What follows belongs to an exercise in optimizing a design on an open flow for small area, a short achievable clock period and few clock cycles; a production flow would make more cautious choices. At most, simulation tests tie the RTL to the original design; equivalence was not proved.

==> job 6300: inputs <==
Design counter_rtc, start of the top module:
module counter_rtc (
    input  wire        clk,
    input  wire        rst,
    input  wire        in_valid,
    output wire        in_ready,
    input  wire        in_tick,
    input  wire [31:0] in_w0,
    input  wire [31:0] in_w1,
    input  wire [31:0] in_w2,
    input  wire [31:0] in_w3,
    input  wire [31:0] in_w4,
    output wire        out_valid,
    output wire        out_event,
    output wire [31:0] out_w0,
    output wire [31:0] out_w1,
    output wire [31:0] out_w2,
    output wire [31:0] out_w3,
    output wire [31:0] out_w4
);
==> flow/config.mk <==
export PLATFORM = sky130hd
export DESIGN_NAME = counter_rtc
export DESIGN_NICKNAME = counter_rtc
export VERILOG_FILES = /design/flow/design.v
export SDC_FILE = /design/flow/constraint.sdc
export NUM_CORES = 4
export LEC_CHECK = 0
export CAP_MARGIN = 20
export CORE_MARGIN = 2
export CORE_UTILIZATION = 40
export SETUP_SLACK_MARGIN = 5
export SLEW_MARGIN = 20
==> flow/constraint.sdc <==
create_clock -name core_clock -period 12.0 [get_ports {clk}]
set_input_delay 2.4000 -clock core_clock [delete_from_list [all_inputs] [get_ports {clk}]]
set_output_delay 2.4000 -clock core_clock [all_outputs]
set_load 0.01 [all_outputs]
run.sh (not shown) runs the stock make flow with config.mk's settings and CLKGATE_MAP_FILE= SYNTH_SCRIPT=/design/flow/synth_recipe.tcl, a recipe that flattens the netlist after the stock synthesis.
==> job 1960 (differences from job 6300) <==
==> flow/design.v (replaced) <==
module counter_rtc (
    input  wire        clk,
    input  wire        rst,
    input  wire        in_valid,
    output wire        in_ready,
    input  wire        in_tick,
    input  wire [31:0] in_w0,
    input  wire [31:0] in_w1,
    input  wire [31:0] in_w2,
    input  wire [31:0] in_w3,
    input  wire [31:0] in_w4,
    output wire        out_valid,
    output wire        out_event,
    output wire [31:0] out_w0,
    output wire [31:0] out_w1,
    output wire [31:0] out_w2,
    output wire [31:0] out_w3,
    output wire [31:0] out_w4
);
    localparam [2:0] C_OK       = 3'd0;
    localparam [2:0] C_CONFIG   = 3'd1;
    localparam [2:0] C_INDEX    = 3'd2;
    localparam [2:0] C_NULLCB   = 3'd3;
    localparam [2:0] C_ILLEGAL  = 3'd4;
    localparam [2:0] C_NOTBEGUN = 3'd5;
    function automatic lt46(input [45:0] a, input [45:0] b);
        integer j;
        reg c;
        begin
            c = 1'b0;
            for (j = 0; j < 46; j = j + 1)
                c = (~a[j] & b[j]) | (~a[j] & c) | (b[j] & c);
            lt46 = c;
        end
    endfunction
    reg        begun;
    reg [3:0]  freq_log2;
    reg [45:0] tv;             
    reg [45:0] tv_d;           
    reg [1:0][22:0] ocr;       
    reg [1:0]       ie;
    reg [1:0][45:0] a_tgt;
    reg [1:0][31:0] a_cb, a_ctx;
    reg [1:0]       a_active;
    reg [1:0]       a_zero;    
    reg        p_fire1;        
    reg        p_eval0;        
    reg        p_eval1;        
    reg        p_sa;           
    reg        p_resp;         
    reg        o_valid;
    reg        o_event;
    reg        o_b0;           
    reg        o_b1;           
    reg [2:0]  o_code;
    reg        o_late;
    reg        m_k;            
    reg        o_time;         
    reg [1:0]  o_ev;           
    reg [1:0]  o_ga;           
    wire busy = p_fire1 | p_eval0 | p_eval1 | p_sa | p_resp;
    assign in_ready = !busy;
    wire acc = in_valid && !busy;
    wire [14:0] lm;
    genvar gi;
    generate
        for (gi = 0; gi < 15; gi = gi + 1) begin : g_lm
            assign lm[gi] = freq_log2 < (4'd15 - gi);
        end
    endgenerate
    wire [22:0] bm    = {lm, 8'hFF};
    wire [45:0] lmx   = {31'd0, lm};
    wire [45:0] bmx   = {23'd0, bm};
    wire [22:0] cmask = bm & ~{8'd0, lm};    
    wire [7:0] op   = in_w0[7:0];
    wire [7:0] kf   = in_w0[15:8];
    wire       k    = kf[0];
    wire       k_ok = (kf[7:1] == 7'd0);
    wire z_hi   = (in_w0[31:16] == 16'd0);
    wire z_kf   = (in_w0[15:9] == 7'd0);            
    wire z_mid  = z_kf && !in_w0[8];                 
    wire z_b    = (in_w0[31:25] == 7'd0);
    wire op_1   = (op == 8'h01);
    wire op_2   = (op == 8'h02);
    wire op_34  = (op == 8'h03) || (op == 8'h04);
    wire op_8   = (op == 8'h08);
    wire op_a   = (op == 8'h0A);
    wire op_5_9 = (op == 8'h05) || (op == 8'h06) || (op == 8'h07) ||
                  (op == 8'h08) || (op == 8'h09);
    wire legal  = (op_1 && z_b && z_mid) ||
                  ((op_2 || op_34 || op_a) && z_hi && z_mid) ||
                  (op_5_9 && z_hi);
    wire acc_cmd = acc && !in_tick;
    wire tv_tick = acc && in_tick && begun;
    wire tv_set  = acc_cmd && op_34 && z_hi && z_mid && begun;
    wire [1:0] sa_wr;                                
    assign sa_wr[0] = acc_cmd && op_8 && z_hi && z_kf && !in_w0[8];
    assign sa_wr[1] = acc_cmd && op_8 && z_hi && z_kf &&  in_w0[8];
    wire freq_ok = (in_w1[31:16] == 16'd0) && (in_w1[15:0] != 16'd0) &&
                   ((in_w1[15:0] & (in_w1[15:0] - 16'd1)) == 16'd0);
    reg [3:0] freq_n;
    integer i;
    always @(*) begin
        freq_n = 4'd0;
        for (i = 0; i < 16; i = i + 1)
            if (in_w1[i]) freq_n = freq_n | i[3:0];
    end
    wire [30:0] t_s = in_w1[30:0] + {{14{in_w2[31]}}, in_w2[31:15]};
    wire [45:0] tt  = {t_s, in_w2[14:0]};
    wire        msel     = busy ? m_k : in_w0[8];
    wire [45:0] m_tgt    = msel ? a_tgt[1] : a_tgt[0];
    wire        m_gt     = lt46(tv, m_tgt);                 
    wire        m_blk_eq = (((tv ^ m_tgt) & ~bmx) == 46'd0);
    wire        m_tck_eq = (((tv ^ m_tgt) & ~lmx) == 46'd0);
    wire        m_cmpnz  = ((m_tgt[22:0] & cmask) != 23'd0);
    wire        m_active = msel ? a_active[1] : a_active[0];
    wire s_arm = m_blk_eq && !m_tck_eq && m_gt;     
    wire e_arm  = m_active && m_blk_eq && m_cmpnz;
    wire e_fire = m_active && (m_blk_eq ? !m_cmpnz : !m_gt);
    wire e_late = !m_blk_eq;
    wire [45:0] tvo = tv | lmx;
    reg  [45:0] tv_inc;
    always @(*) begin
        tv_inc[0] = ~tvo[0];
        for (i = 1; i < 46; i = i + 1)
            tv_inc[i] = tvo[i] ^ (&(tvo | ~((46'd1 << i) - 46'd1)));
    end
    wire        ovf    = ((tv[22:0] | ~cmask) == 23'h7FFFFF);
    wire [1:0]  match;
    assign match[0] = (((tv_inc[22:0] ^ ocr[0]) & cmask) == 23'd0);
    assign match[1] = (((tv_inc[22:0] ^ ocr[1]) & cmask) == 23'd0);
    wire [1:0]  cfire = match & ie & a_active;
    assign out_valid = o_valid;
    assign out_event = o_event;
    assign out_w0 = {23'd0, o_late, 1'b0, o_code, 2'b00, o_b1, o_b0};
    assign out_w1 = ({32{o_time}}  & {1'b0, tv_d[45:15]})
                  | ({32{o_ga[0]}} & {1'b0, a_tgt[0][45:15]})
                  | ({32{o_ga[1]}} & {1'b0, a_tgt[1][45:15]})
                  | ({32{o_ev[0]}} & a_cb[0])
                  | ({32{o_ev[1]}} & a_cb[1]);
    assign out_w2 = ({32{o_time}}  & {17'd0, tv_d[14:0]})
                  | ({32{o_ga[0]}} & {17'd0, a_tgt[0][14:0]})
                  | ({32{o_ga[1]}} & {17'd0, a_tgt[1][14:0]})
                  | ({32{o_ev[0]}} & a_ctx[0])
                  | ({32{o_ev[1]}} & a_ctx[1]);
    assign out_w3 = ({32{o_ga[0]}} & a_cb[0])  | ({32{o_ga[1]}} & a_cb[1]);
    assign out_w4 = ({32{o_ga[0]}} & a_ctx[0]) | ({32{o_ga[1]}} & a_ctx[1]);
    always @(posedge clk) begin
        tv_d <= tv;
    end
    always @(posedge clk) begin
        for (i = 0; i < 2; i = i + 1)
            if (sa_wr[i]) begin
                a_tgt[i] <= tt;
                a_cb[i]  <= in_w3;
                a_ctx[i] <= in_w4;
            end
    end
    always @(posedge clk) begin
        o_valid <= 1'b0;
        o_event <= 1'b0;
        o_b0    <= 1'b0;
        o_b1    <= 1'b0;
        o_code  <= C_OK;
        o_late  <= 1'b0;
        o_time  <= 1'b0;
        o_ev    <= 2'b00;
        o_ga    <= 2'b00;
        if (p_fire1) begin
            p_fire1 <= 1'b0;
    begin 
        o_valid <= 1'b1; o_event <= 1'b1; 
        o_b0 <= (1'b1); o_late <= (1'b0); 
        o_ev <= (1'b1) ? 2'b10 : 2'b01; 
    end
        end else if (p_eval0 | p_eval1) begin
            p_eval0 <= 1'b0;
            p_eval1 <= p_eval0;
            m_k     <= 1'b1;
            if (e_arm) begin
                ocr[msel] <= m_tgt[22:0];
                ie[msel]  <= 1'b1;
            end
            if (e_fire) begin
                ie[msel]       <= 1'b0;
                a_active[msel] <= 1'b0;
    begin 
        o_valid <= 1'b1; o_event <= 1'b1; 
        o_b0 <= (msel); o_late <= (e_late); 
        o_ev <= (msel) ? 2'b10 : 2'b01; 
    end
            end
        end else if (p_sa) begin
            p_sa <= 1'b0;
            if (s_arm) begin
                a_active[m_k] <= 1'b1;
                ocr[m_k]      <= m_tgt[22:0];
                ie[m_k]       <= 1'b1;
    begin 
        o_valid <= 1'b1; o_event <= 1'b0; 
        o_b0 <= (1'b1); o_b1 <= (1'b0); o_code <= (C_OK); 
    end
            end else if (m_gt) begin
                a_active[m_k] <= 1'b1;
    begin 
        o_valid <= 1'b1; o_event <= 1'b0; 
        o_b0 <= (1'b1); o_b1 <= (1'b0); o_code <= (C_OK); 
    end
            end else begin
                a_active[m_k] <= 1'b0;
                ie[m_k]       <= 1'b0;
    begin 
        o_valid <= 1'b1; o_event <= 1'b1; 
        o_b0 <= (m_k); o_late <= (1'b1); 
        o_ev <= (m_k) ? 2'b10 : 2'b01; 
    end
                p_resp <= 1'b1;
            end
        end else if (p_resp) begin
            p_resp <= 1'b0;
    begin 
        o_valid <= 1'b1; o_event <= 1'b0; 
        o_b0 <= (1'b1); o_b1 <= (1'b0); o_code <= (C_OK); 
    end
        end else begin
        if (acc && in_tick) begin
            if (begun) begin
                if (match[0] && ie[0]) ie[0] <= 1'b0;
                if (match[1] && ie[1]) ie[1] <= 1'b0;
                if (cfire[0]) a_active[0] <= 1'b0;
                if (cfire[1]) a_active[1] <= 1'b0;
                if (cfire[0])
    begin 
        o_valid <= 1'b1; o_event <= 1'b1; 
        o_b0 <= (1'b0); o_late <= (1'b0); 
        o_ev <= (1'b0) ? 2'b10 : 2'b01; 
    end
                else if (cfire[1])
    begin 
        o_valid <= 1'b1; o_event <= 1'b1; 
        o_b0 <= (1'b1); o_late <= (1'b0); 
        o_ev <= (1'b1) ? 2'b10 : 2'b01; 
    end
                p_fire1 <= cfire[0] && cfire[1];
                p_eval0 <= ovf;
                if (ovf) m_k <= 1'b0;
            end
        end else if (acc) begin
            m_k <= k;
            if (!legal || op_a) begin
    begin 
        o_valid <= 1'b1; o_event <= 1'b0; 
        o_b0 <= (1'b0); o_b1 <= (1'b0); o_code <= (C_ILLEGAL); 
    end
            end else if (op == 8'h01) begin
                if (!freq_ok) begin
    begin 
        o_valid <= 1'b1; o_event <= 1'b0; 
        o_b0 <= (1'b0); o_b1 <= (1'b0); o_code <= (C_CONFIG); 
    end
                end else begin
                    freq_log2 <= freq_n;
                    ie        <= 2'b00;
                    a_active  <= 2'b00;
                    a_zero    <= 2'b11;
                    begun     <= 1'b1;
    begin 
        o_valid <= 1'b1; o_event <= 1'b0; 
        o_b0 <= (1'b1); o_b1 <= (1'b0); o_code <= (C_OK); 
    end
                end
            end else if (!begun) begin
    begin 
        o_valid <= 1'b1; o_event <= 1'b0; 
        o_b0 <= (1'b0); o_b1 <= (1'b0); o_code <= (C_NOTBEGUN); 
    end
            end else begin
                case (op)
                8'h02: begin  
    begin 
        o_valid <= 1'b1; o_event <= 1'b0; 
        o_b0 <= (1'b1); o_b1 <= (1'b0); o_code <= (C_OK); 
    end
                    o_time <= 1'b1;
                end
                8'h03, 8'h04: begin  
    begin 
        o_valid <= 1'b1; o_event <= 1'b0; 
        o_b0 <= (1'b1); o_b1 <= (1'b0); o_code <= (C_OK); 
    end
                    o_time <= op[2];
                end
                default: begin  
                    if (!k_ok) begin
    begin 
        o_valid <= 1'b1; o_event <= 1'b0; 
        o_b0 <= (1'b0); o_b1 <= (1'b0); o_code <= (C_INDEX); 
    end
                    end else begin
                        case (op)
                        8'h05:  
    begin 
        o_valid <= 1'b1; o_event <= 1'b0; 
        o_b0 <= (a_active[k]); o_b1 <= (1'b0); o_code <= (C_OK); 
    end
                        8'h06: begin  
    begin 
        o_valid <= 1'b1; o_event <= 1'b0; 
        o_b0 <= (m_active && !m_gt); o_b1 <= (1'b0); o_code <= (C_OK); 
    end
                        end
                        8'h07: begin  
    begin 
        o_valid <= 1'b1; o_event <= 1'b0; 
        o_b0 <= (1'b1); o_b1 <= (a_active[k]); o_code <= (C_OK); 
    end
                            if (!a_zero[k]) o_ga <= k ? 2'b10 : 2'b01;
                        end
                        8'h09: begin  
                            ie[k]       <= 1'b0;
                            a_active[k] <= 1'b0;
                            a_zero[k]   <= 1'b1;
    begin 
        o_valid <= 1'b1; o_event <= 1'b0; 
        o_b0 <= (1'b1); o_b1 <= (1'b0); o_code <= (C_OK); 
    end
                        end
                        default: begin  
                            if (in_w3 == 32'd0) begin
                                ie[k]       <= 1'b0;
                                a_active[k] <= 1'b0;
                                a_zero[k]   <= 1'b1;
    begin 
        o_valid <= 1'b1; o_event <= 1'b0; 
        o_b0 <= (1'b0); o_b1 <= (1'b0); o_code <= (C_NULLCB); 
    end
                            end else begin
                                a_zero[k] <= 1'b0;
                                p_sa      <= 1'b1;
                            end
                        end
                        endcase
                    end
                end
                endcase
            end
        end
        end
        if (acc_cmd && op_1 && z_b && z_mid && freq_ok)
            tv <= 46'd0;
        else if (tv_set)
            tv <= tt & ~lmx;
        else if (tv_tick)
            tv <= tv_inc;
        if (rst) begin
            begun   <= 1'b0;
            p_fire1 <= 1'b0;
            p_eval0 <= 1'b0;
            p_eval1 <= 1'b0;
            p_sa    <= 1'b0;
            p_resp  <= 1'b0;
            o_valid <= 1'b0;
        end
    end
endmodule
==> flow/flow/run.sh (new file) <==
#!/bin/bash
# Layout flow: the standard layout (standard.sh: the standard synthesis,
# floorplan, power grid, placement, clock tree and routing at the design's
# clock period and constraints), with two make settings changed:
#  - the buffer put on every input and output port is buf_1 instead of the
#    flow's default choice;
set -euo pipefail
cd "$(dirname "$0")/.."
bash standard.sh \
  BUFFER_PORTS_ARGS="-buffer_cell sky130_fd_sc_hd__buf_1" \
  SETUP_SLACK_MARGIN=7 \
  finish > standard_flow.log 2>&1
==> flow/standard.sh (new file) <==
#!/bin/bash
# synth_recipe.tcl (not shown) runs the flow's synth.tcl, then flattens the netlist and writes it again
# the make line also repeats each setting of config.mk as NAME=value (left out here)
make -C /OpenROAD-flow-scripts/flow DESIGN_CONFIG=/design/flow/config.mk WORK_HOME=/design/flow/orfs CLKGATE_MAP_FILE= SYNTH_SCRIPT=/design/flow/synth_recipe.tcl "${@:-finish}"
removed: flow/run.sh
==> job 447 (differences from job 6300) <==
--- a/flow/design.v
+++ b/flow/design.v
@@ -42,18 +42,17 @@
     reg [1:0][45:0] a_tgt;
     reg [1:0][31:0] a_cb, a_ctx;
     reg [1:0]       a_active;
     reg [1:0]       a_zero;    
     reg        p_fire1;        
     reg        p_eval0;        
     reg        p_eval1;        
     reg        p_sa;           
-    reg        p_isx;          
-    reg        p_resp;         
+    reg        p_late;         
     reg        o_valid;
     reg        o_event;
     reg        o_b0;           
     reg        o_b1;           
     reg [2:0]  o_code;
     reg        o_late;
     reg        o_k;            
     reg        m_k;            
@@ -90,50 +89,61 @@
     integer i;
     always @(*) begin
         freq_n = 4'd0;
         for (i = 0; i < 16; i = i + 1)
             if (in_w1[i]) freq_n = freq_n | i[3:0];
     end
     wire [30:0] t_s = in_w1[30:0] + {{14{in_w2[31]}}, in_w2[31:15]};
     wire [45:0] tt  = {t_s, in_w2[14:0]};
+    wire [45:0] a_opnd   = (op == 8'h08) ? tt : (k ? a_tgt[1] : a_tgt[0]);
+    wire        a_gt     = lt46(tv, a_opnd);
     wire        msel     = m_k;
     wire [45:0] m_tgt    = msel ? a_tgt[1] : a_tgt[0];
     wire        m_gt     = lt46(tv, m_tgt);                 
     wire        m_blk_eq = (((tv ^ m_tgt) & ~bmx) == 46'd0);
     wire        m_tck_eq = (((tv ^ m_tgt) & ~lmx) == 46'd0);
     wire        m_cmpnz  = ((m_tgt[22:0] & cmask) != 23'd0);
     wire        m_active = msel ? a_active[1] : a_active[0];
-    wire s_arm = m_blk_eq && !m_tck_eq && m_gt;     
-    wire busy = p_fire1 | p_eval0 | p_eval1 | p_sa | p_isx | p_resp;
+    wire s_arm   = m_blk_eq && !m_tck_eq;           
+    wire s_late  = p_sa && p_late;
+    wire fw      = p_sa && !p_late;
+    wire [1:0] fw_k  = fw ? (o_k ? 2'b10 : 2'b01) : 2'b00;
+    wire [1:0] fwa_k = s_arm ? fw_k : 2'b00;
+    wire busy = p_fire1 | p_eval0 | p_eval1 | s_late;
     assign in_ready = !busy;
     wire acc = in_valid && !busy;
+    wire [1:0] act_eff = a_active | fw_k;
+    wire [1:0] ie_eff  = ie | fwa_k;
     wire e_arm  = m_active && m_blk_eq && m_cmpnz;
     wire e_fire = m_active && (m_blk_eq ? !m_cmpnz : !m_gt);
     wire e_late = !m_blk_eq;
     wire [45:0] tvo = tv | lmx;
     reg  [45:0] tv_inc;
     always @(*) begin
         tv_inc[0] = ~tvo[0];
         for (i = 1; i < 46; i = i + 1)
             tv_inc[i] = tvo[i] ^ (&(tvo | ~((46'd1 << i) - 46'd1)));
     end
     wire        ovf    = ((tv[22:0] | ~cmask) == 23'h7FFFFF);
-    wire [1:0]  match;
-    assign match[0] = (((tv_inc[22:0] ^ ocr[0]) & cmask) == 23'd0);
-    assign match[1] = (((tv_inc[22:0] ^ ocr[1]) & cmask) == 23'd0);
-    wire [1:0]  cfire = match & ie & a_active;
-    wire ev    = o_event;
+    wire [1:0]  match_r;
+    assign match_r[0] = (((tv_inc[22:0] ^ ocr[0]) & cmask) == 23'd0);
+    assign match_r[1] = (((tv_inc[22:0] ^ ocr[1]) & cmask) == 23'd0);
+    wire        match_t = (((tv_inc[22:0] ^ m_tgt[22:0]) & cmask) == 23'd0);
+    wire [1:0]  match = (fwa_k & {2{match_t}}) | (~fwa_k & match_r);
+    wire [1:0]  cfire = match & ie_eff & act_eff;
+    wire ev    = o_event | s_late;
     wire s_cb0 = (ev | o_tgt) & !o_k;
     wire s_cb1 = (ev | o_tgt) & o_k;
     wire [31:0] sel_cb  = ({32{s_cb0}} & a_cb[0])  | ({32{s_cb1}} & a_cb[1]);
     wire [31:0] sel_ctx = ({32{s_cb0}} & a_ctx[0]) | ({32{s_cb1}} & a_ctx[1]);
-    assign out_valid = o_valid;
+    assign out_valid = o_valid | p_sa;
     assign out_event = ev;
-    assign out_w0 = {23'd0, o_late, 1'b0, o_code, 2'b00, o_b1, o_b0};
+    assign out_w0 = {23'd0, o_late | s_late, 1'b0, o_code, 2'b00, o_b1,
+                     o_b0 | fw | (s_late & o_k)};
     assign out_w1 = ({32{o_time}}  & {1'b0, tv_d[45:15]})
                   | ({32{o_tgt}}   & {1'b0, m_tgt[45:15]})
                   | ({32{ev}} & sel_cb);
     assign out_w2 = ({32{o_time}}  & {17'd0, tv_d[14:0]})
                   | ({32{o_tgt}}   & {17'd0, m_tgt[14:0]})
                   | ({32{ev}} & sel_ctx);
     assign out_w3 = {32{o_tgt}} & sel_cb;
     assign out_w4 = {32{o_tgt}} & sel_ctx;
@@ -166,59 +176,38 @@
             if (e_fire) begin
                 ie[msel]       <= 1'b0;
                 a_active[msel] <= 1'b0;
     begin 
         o_valid <= 1'b1; o_event <= 1'b1; 
         o_b0 <= (msel); o_late <= (e_late); o_k <= (msel); 
     end
             end
-        end else if (p_sa) begin
-            p_sa <= 1'b0;
-            if (s_arm) begin
-                a_active[m_k] <= 1'b1;
-                ocr[m_k]      <= m_tgt[22:0];
-                ie[m_k]       <= 1'b1;
-    begin 
-        o_valid <= 1'b1; o_event <= 1'b0; 
-        o_b0 <= (1'b1); o_b1 <= (1'b0); o_code <= (C_OK); 
-    end
-            end else if (m_gt) begin
-                a_active[m_k] <= 1'b1;
-    begin 
-        o_valid <= 1'b1; o_event <= 1'b0; 
-        o_b0 <= (1'b1); o_b1 <= (1'b0); o_code <= (C_OK); 
-    end
-            end else begin
-                a_active[m_k] <= 1'b0;
-                ie[m_k]       <= 1'b0;
-    begin 
-        o_valid <= 1'b1; o_event <= 1'b1; 
-        o_b0 <= (m_k); o_late <= (1'b1); o_k <= (m_k); 
-    end
-                p_resp <= 1'b1;
-            end
-        end else if (p_isx) begin
-            p_isx <= 1'b0;
-    begin 
-        o_valid <= 1'b1; o_event <= 1'b0; 
-        o_b0 <= (m_active && !m_gt); o_b1 <= (1'b0); o_code <= (C_OK); 
-    end
-        end else if (p_resp) begin
-            p_resp <= 1'b0;
+        end else if (s_late) begin
+            p_sa          <= 1'b0;
+            a_active[o_k] <= 1'b0;
+            ie[o_k]       <= 1'b0;
     begin 
         o_valid <= 1'b1; o_event <= 1'b0; 
         o_b0 <= (1'b1); o_b1 <= (1'b0); o_code <= (C_OK); 
     end
         end else begin
+        if (p_sa) begin
+            p_sa          <= 1'b0;
+            a_active[o_k] <= 1'b1;
+            if (s_arm) begin
+                ocr[o_k] <= m_tgt[22:0];
+                ie[o_k]  <= 1'b1;
+            end
+        end
         if (acc && in_tick) begin
             if (begun) begin
                 tv <= tv_inc;
-                if (match[0] && ie[0]) ie[0] <= 1'b0;
-                if (match[1] && ie[1]) ie[1] <= 1'b0;
+                if (match[0] && ie_eff[0]) ie[0] <= 1'b0;
+                if (match[1] && ie_eff[1]) ie[1] <= 1'b0;
                 if (cfire[0]) a_active[0] <= 1'b0;
                 if (cfire[1]) a_active[1] <= 1'b0;
                 if (cfire[0])
     begin 
         o_valid <= 1'b1; o_event <= 1'b1; 
         o_b0 <= (1'b0); o_late <= (1'b0); o_k <= (1'b0); 
     end
                 else if (cfire[1])
@@ -284,25 +273,28 @@
         o_valid <= 1'b1; o_event <= 1'b0; 
         o_b0 <= (1'b0); o_b1 <= (1'b0); o_code <= (C_INDEX); 
     end
                     end else begin
                         case (op)
                         8'h05:  
     begin 
         o_valid <= 1'b1; o_event <= 1'b0; 
-        o_b0 <= (a_active[k]); o_b1 <= (1'b0); o_code <= (C_OK); 
+        o_b0 <= (act_eff[k]); o_b1 <= (1'b0); o_code <= (C_OK); 
     end
                         8'h06: begin  
-                            p_isx <= 1'b1;
+    begin 
+        o_valid <= 1'b1; o_event <= 1'b0; 
+        o_b0 <= (act_eff[k] && !a_gt); o_b1 <= (1'b0); o_code <= (C_OK); 
+    end
                         end
                         8'h07: begin  
     begin 
         o_valid <= 1'b1; o_event <= 1'b0; 
-        o_b0 <= (1'b1); o_b1 <= (a_active[k]); o_code <= (C_OK); 
+        o_b0 <= (1'b1); o_b1 <= (act_eff[k]); o_code <= (C_OK); 
     end
                             o_tgt <= !a_zero[k];
                         end
                         8'h09: begin  
                             ie[k]       <= 1'b0;
                             a_active[k] <= 1'b0;
                             a_zero[k]   <= 1'b1;
     begin 
@@ -317,16 +309,17 @@
                                 a_zero[k]   <= 1'b1;
     begin 
         o_valid <= 1'b1; o_event <= 1'b0; 
         o_b0 <= (1'b0); o_b1 <= (1'b0); o_code <= (C_NULLCB); 
     end
                             end else begin
                                 a_zero[k] <= 1'b0;
                                 p_sa      <= 1'b1;
+                                p_late    <= !a_gt;
                             end
                             a_tgt[k] <= tt;
                             a_cb[k]  <= in_w3;
                             a_ctx[k] <= in_w4;
                         end
                         endcase
                     end
                 end
@@ -335,14 +328,12 @@
         end
         end
         if (rst) begin
             begun   <= 1'b0;
             p_fire1 <= 1'b0;
             p_eval0 <= 1'b0;
             p_eval1 <= 1'b0;
             p_sa    <= 1'b0;
-            p_isx   <= 1'b0;
-            p_resp  <= 1'b0;
             o_valid <= 1'b0;
         end
     end
 endmodule
==> reports/results.ini <==
[setup_path]
arrival_ns=6.75
startpoint=in_w0[5]
cp_slowest_stage_delay_ns=0.76

[power]
ir_drop_mv=0.08280

[status]
outcome=complete, no violations

[route]
drt-initial-drc-count=1701
drt-total-wl_mm=77.91

[synthesis]
ys_types=97

Source of the figures above: job 6300

==> reports/results.ini <==
[setup_path]
arrival_ns=6.36
cp_slowest_stage_delay_ns=0.57
startpoint=in_w0[8]

[synthesis]
ys_types=95
avgSynthCellArea_um2=10.09

[power]
ir_drop_mv=0.08979

[status]
outcome=complete, no violations

[route]
drt-initial-drc-count=2309

[layout]
drive_above_1_share_pct=13.64

[timing]
worst_pin_slew_ns=0.9853

[cts]
ctsResizeCount=107

Source of the figures above: job 1960

==> reports/results.ini <==
[status]
outcome=complete, no violations

[setup_path]
startpoint=in_w0[6]
cp_slowest_stage_delay_ns=0.69
arrival_ns=7.48

[power]
ir_drop_mv=0.09700

[synthesis]
ys_types=102

Source of the figures above: job 447

Testbench counts of job 1960, summed over its fixed seeds: cycles 17,324.
Function not checked in job 6300 and job 447: the RTL went through the layout flow alone.

-- port drivers added, routing unchanged --
In the flow no input, the clock included, has a driving cell. The finished layouts below were timed again as built, in two steps. Step 1 sets driving cells, clkbuf_16 on the clock port and buf_2 on the other inputs (assumed; they add their load-dependent delay and slew). Step 2 also shifts input and output timing later by t, the mid clock arrival at the registers, as if the neighbouring blocks saw the same clock. Three values: ideal ports, drivers, drivers and shift; two values: the first two.
run | t (ns) | slack for setup (ns) | hold slack, ns | clock arrival spread, ns | worst data-port slew with drivers (ns)
job 6300 | 0.629 | 5.462 / 5.500 / 4.871 | 0.378 / 0.378 / 0.378 | 0.032 / 0.032 | 0.07
job 1960 | 0.643 | 5.927 / 5.937 / 5.294 | 0.376 / 0.376 / 0.376 | 0.040 / 0.040 | 0.07
job 447 | 0.645 | 4.856 / 4.846 / 4.201 | 0.410 / 0.410 / 0.410 | 0.015 / 0.016 | 0.10
After both steps setup and hold are still met in every run listed. The setup slack of job 447, which loses most, moves by -0.010 ns with the drivers and by -0.655 ns with both steps.
